What follows belongs to an exercise in optimizing a design on an open flow for small area, a short achievable clock period and few clock cycles; a production flow would make more cautious choices.
Where RTL was checked, it was by simulation tests only, not by an equivalence proof against the original.
Power figures rest on the tool's default switching activity, not on a simulated workload.

==> inputs of try-pepper <==
Design ircodec, start of the top module:
module ircodec (
    input  wire        clk,
    input  wire        rst,
    input  wire        cmd_valid,
    output wire        cmd_ready,
    input  wire [31:0] cmd_word,
    input  wire [31:0] cmd_arg0,
    input  wire [31:0] cmd_arg1,
    output wire [31:0] res0,
    output wire [31:0] res1,
    output wire [31:0] status,
    output wire [31:0] cfg_state,
    output wire [31:0] cfg_res,
    output wire [31:0] cfg_margin,
    output wire [31:0] tt_leader,
    output wire [31:0] tt_bit0,
    output wire [31:0] tt_bit1,
    output wire [31:0] tt_ending,
    output wire [31:0] tt_margin,
    output wire [31:0] enc_state,
    output wire [31:0] seq_tx,
    output wire [31:0] seq_next,
    output wire [31:0] dec_result,
    output wire [7:0]  pl_rd_addr,
    input  wire [7:0]  pl_rd_data,
    output reg         pl_we,
    output wire [7:0]  pl_wr_addr,
    output wire [7:0]  pl_wr_data,
    output reg         tx_we,
    output wire [6:0]  tx_addr,
    output wire [31:0] tx_wdata,
    output wire [6:0]  rx_rd_addr,
    input  wire [31:0] rx_rd_data,
    output reg         dst_we,
  ...
export LEC_CHECK = 0
export CAP_MARGIN = 20
export CORE_MARGIN = 2
export CORE_UTILIZATION = 55
export SLEW_MARGIN = 20
export TNS_END_PERCENT = 5
create_clock -name core_clock -period 12.0 [get_ports {clk}]
standard.sh (not shown) runs the stock make flow with config.mk's settings and CLKGATE_MAP_FILE= SYNTH_SCRIPT=/design/flow/synth_recipe.tcl, a recipe that flattens the netlist after the stock synthesis.
==> flow/flow/run.sh <==
#!/bin/bash
# Standard layout with three changes: repair_timing aims below the clock
# period (setup margin 8.5 ns), the ports get plain buf_1 buffers, and the
# clock tree uses larger sink clusters without dummy loads. Each tool's
# output goes to its own log under orfs/logs; make's output to
# standard_make.log.
set -euo pipefail
export SETUP_SLACK_MARGIN=8.5
export BUFFER_PORTS_ARGS="-buffer_cell sky130_fd_sc_hd__buf_1"
export CTS_ARGS="-sink_clustering_enable -repair_clock_nets -dont_use_dummy_load -sink_clustering_size 24 -sink_clustering_max_diameter 80 -buf_list sky130_fd_sc_hd__clkbuf_16"
bash standard.sh > standard_make.log 2>&1
==> try-garnet (differences from try-pepper) <==
--- a/flow/design.v
+++ b/flow/design.v
@@ -123,15 +123,17 @@
     reg [7:0]  w;             
     reg [7:0]  wa;            
     reg [31:0] wd;            
     reg [7:0]  pd;            
     reg        sel_m, sel_l;  
     reg [7:0]  ra;            
     reg [6:0]  ri;            
+    reg [7:0]  byte_r;        
     reg        done;
+    reg        use_in;        
     reg        flag;          
     reg [3:0]  ksel;          
     reg [3:0]  post_err;      
     reg [3:0]  err_r;         
     reg [120:0] dbuf;         
     reg        x_clr;         
     reg [4:0]  ctr;
@@ -228,16 +230,15 @@
     wire        sc_hit = ({dbuf[104:97], dbuf[112:105], dbuf[120:113]} == r_seq_next[31:8]) &&
                          (dst_rd_data == r_seq_next[7:0]);
     wire acc_enc = (cmd_word == 32'd2) && tt_valid &&
                    (cmd_arg0[31:9] == 23'd0) && !(cmd_arg0[8] && (|cmd_arg0[7:0])) &&
                    (cmd_arg1[31:8] == 24'd0) && !(cmd_arg1[7] && (|cmd_arg1[6:0])) &&
                    (cmd_arg1[7:0] != 8'd0);
     wire acc_sb  = (cmd_word == 32'd4);
-    wire [7:0] cur_byte = pl_rd_data;
-    wire [8:0] pcur_inc = pcur + 9'd1;
+    wire [7:0] cur_byte = use_in ? pl_rd_data : byte_r;
     wire [1:0] e_ph = (phase == PH_LEADER) ? PH_DATA : phase;
     wire e_data  = (e_ph == PH_DATA);
     wire e_wok   = (w < a1l[7:0]);
     wire e_pclt  = (pcur < a0l);
     wire e_bit   = e_data && e_wok && e_pclt;
     wire e_end   = ((e_ph == PH_ENDING) || (e_data && !e_pclt)) && e_wok;
     task finish(input [31:0] v0, input [31:0] v1, input [3:0] code);
@@ -300,39 +301,42 @@
             dbuf[36:0] <= x_next;
         begin
             ri <= ri + 7'd1;
             wd     <= sym_leader;
             pd     <= 8'h4C;
             wa     <= 8'd0;
             w      <= w + 8'd1;
+            byte_r <= cur_byte;
+            use_in <= 1'b1;
             case (state)
                 S_RST: begin
                     state <= S_IDLE;
                     rdy   <= 1'b1;
                 end
                 S_IDLE: begin
                     wa      <= 8'd0;
                     wd      <= sym_leader;
                     pd      <= 8'h4C;
                     w       <= {7'd0, acc_sb || (phase == PH_LEADER)};
                     done    <= 1'b0;
+                    use_in  <= 1'b1;
                     illegal <= (cmd_word[31:8] != 24'd0) ||
                                (cmd_word[7:0] == 8'd0) || (cmd_word[7:0] > 8'd5);
                     a0l     <= cmd_arg0[8:0];
                     a1l     <= cmd_arg1[8:0];
                     a0h     <= |cmd_arg0[31:9];
                     a1h     <= |cmd_arg1[31:9];
                     ri      <= {6'd0, cmd_valid};
                     if (cmd_valid) begin
                         rdy       <= 1'b0;
                         state     <= acc_enc ? S_ENC : acc_sb ? S_SB : S_DISP;
                         tx_we     <= acc_enc && (phase == PH_LEADER);
                         pl_we     <= acc_sb;
                         st_lastop <= cmd_word[7:0];
-                        ra        <= (bcur == 3'd7) ? pcur_inc[7:0] : pcur[7:0];
+                        ra        <= pcur[7:0] + 8'd1;
                     end
                 end
                 S_DISP: begin
                     if (illegal) begin
                         finish(32'd0, 32'd0, C_ILLEGAL);
                     end else begin
                         case (st_lastop[2:0])
@@ -442,26 +446,30 @@
                     end else begin
                         init_clear;
                         finish(32'd0, 32'd0, C_CFGINV);
                     end
                 end
                 S_ENC: begin
                     tx_we  <= 1'b0;
+                    byte_r <= cur_byte;
+                    use_in <= 1'b0;
                     if (done) begin
                         finish({24'd0, w}, 32'd1, C_OK);
                     end else if (e_bit) begin
                         tx_we <= 1'b1;
                         wa    <= w;
                         wd    <= cur_byte[bcur] ? sym_bit1 : sym_bit0;
                         w     <= w + 8'd1;
                         phase <= PH_DATA;
                         bcur  <= bcur + 3'd1;
-                        if (bcur == 3'd7)
-                            pcur <= pcur_inc;
-                        ra <= (bcur[2:1] == 2'b11) ? pcur_inc[7:0] : pcur[7:0];
+                        if (bcur == 3'd7) begin
+                            pcur   <= pcur + 9'd1;
+                            use_in <= 1'b1;
+                            ra     <= ra + 8'd1;
+                        end
                     end else if (e_end) begin
                         tx_we <= 1'b1;
                         wa    <= w;
                         wd    <= sym_ending;
                         w     <= w + 8'd1;
                         phase <= PH_LEADER;
                         pcur  <= 9'd0;
==> flow/flow/run.sh (replaced) <==
#!/bin/bash
# Standard layout with three changes: repair_timing aims below the clock
# period (setup margin 9.0 ns), the ports get plain buf_1 buffers, and the
# clock tree uses larger sink clusters without dummy loads. Each tool's
# output goes to its own log under orfs/logs; make's output to
# standard_make.log.
set -euo pipefail
export SETUP_SLACK_MARGIN=9.0
export BUFFER_PORTS_ARGS="-buffer_cell sky130_fd_sc_hd__buf_1"
export CTS_ARGS="-sink_clustering_enable -repair_clock_nets -dont_use_dummy_load -sink_clustering_size 24 -sink_clustering_max_diameter 80 -buf_list sky130_fd_sc_hd__clkbuf_16"
bash standard.sh > standard_make.log 2>&1
CORE_UTILIZATION = 60   (was 55)
==> qor summary <==
| quantity | try-pepper | try-garnet |
|---|---|---|
| Comb pwr share | 41.7% | 48.0% |
| Cells after synthesis | 4422 | 4430 |
| Comb. pwr | 2930 uW | 3830 uW |
| Largest stage delay on the critical path | 0.36 ns | 0.35 ns |
| Count of inserted antenna diode cells | 5 | 2 |
| Number of clock sinks | 605 | 614 |
| Placement row count | 93 | 89 |
| Non-clock buffering overhead | 7.354% | 9.161% |
| Share of final layout cell area taken by clock buffers and inverters | 2.445% | 2.231% |
| Horizontal die dimension | 257.9 um | 247.8 um |
| Fraction of synthesized cell area in xor and xnor cells | 5.114% | 4.667% |
| Area of all placed cells without fillers | 0.03889 mm^2 | 0.04039 mm^2 |
| Launch point of the worst reg-to-reg path | rdy$_SDFFE_PP0P_ | sel_l$_DFF_P_ |
| Routed Wire Length | 121.2 mm | 124.7 mm |
| Nets | 5217 | 5291 |
| Slack of the worst reg-to-reg path | 8.15 ns | 8.33 ns |
| Synthesized-area fraction occupied by ao, oa, aoi and oai cells | 16.21% | 15.67% |
| Crit path buf inv count | 1 | 2 |
| Run status | no timing/DRC/antenna violations | no timing/DRC/antenna violations |
Testbench counts of try-garnet, summed over its fixed seeds: cycles 29,419.
Function not checked in try-pepper: the RTL went through the layout flow alone.

==> separate check: timing with driven ports <==
The flow's constraints put no driver on any port. The routed layouts listed below were extracted and timed again, unchanged, in two steps.
Step 1, drivers: a clkbuf_16 drives clk and a buf_2 each remaining input, both assumed.
Step 2 adds t to the input delays and takes it off the output delays; t is the mean of the earliest and latest rising clock arrival at the registers after step 1. Input paths then give back, and output paths get back, about the clock's delay inside the block.
Slacks: ideal / step 1 / step 2; pairs: ideal / step 1.
run	shift t [ns]	slack for setup (ns)	worst data-port slew with drivers (ns)	cell pins on the clock port's net
try-pepper	0.639	7.918 / 7.963 / 7.324	0.10	1
try-garnet	0.631	8.009 / 7.993 / 7.422	0.17	1
After both steps setup and hold are still met in every run listed. The setup slack of try-pepper, which loses most, moves by +0.045 ns with the drivers and by -0.594 ns with both steps.
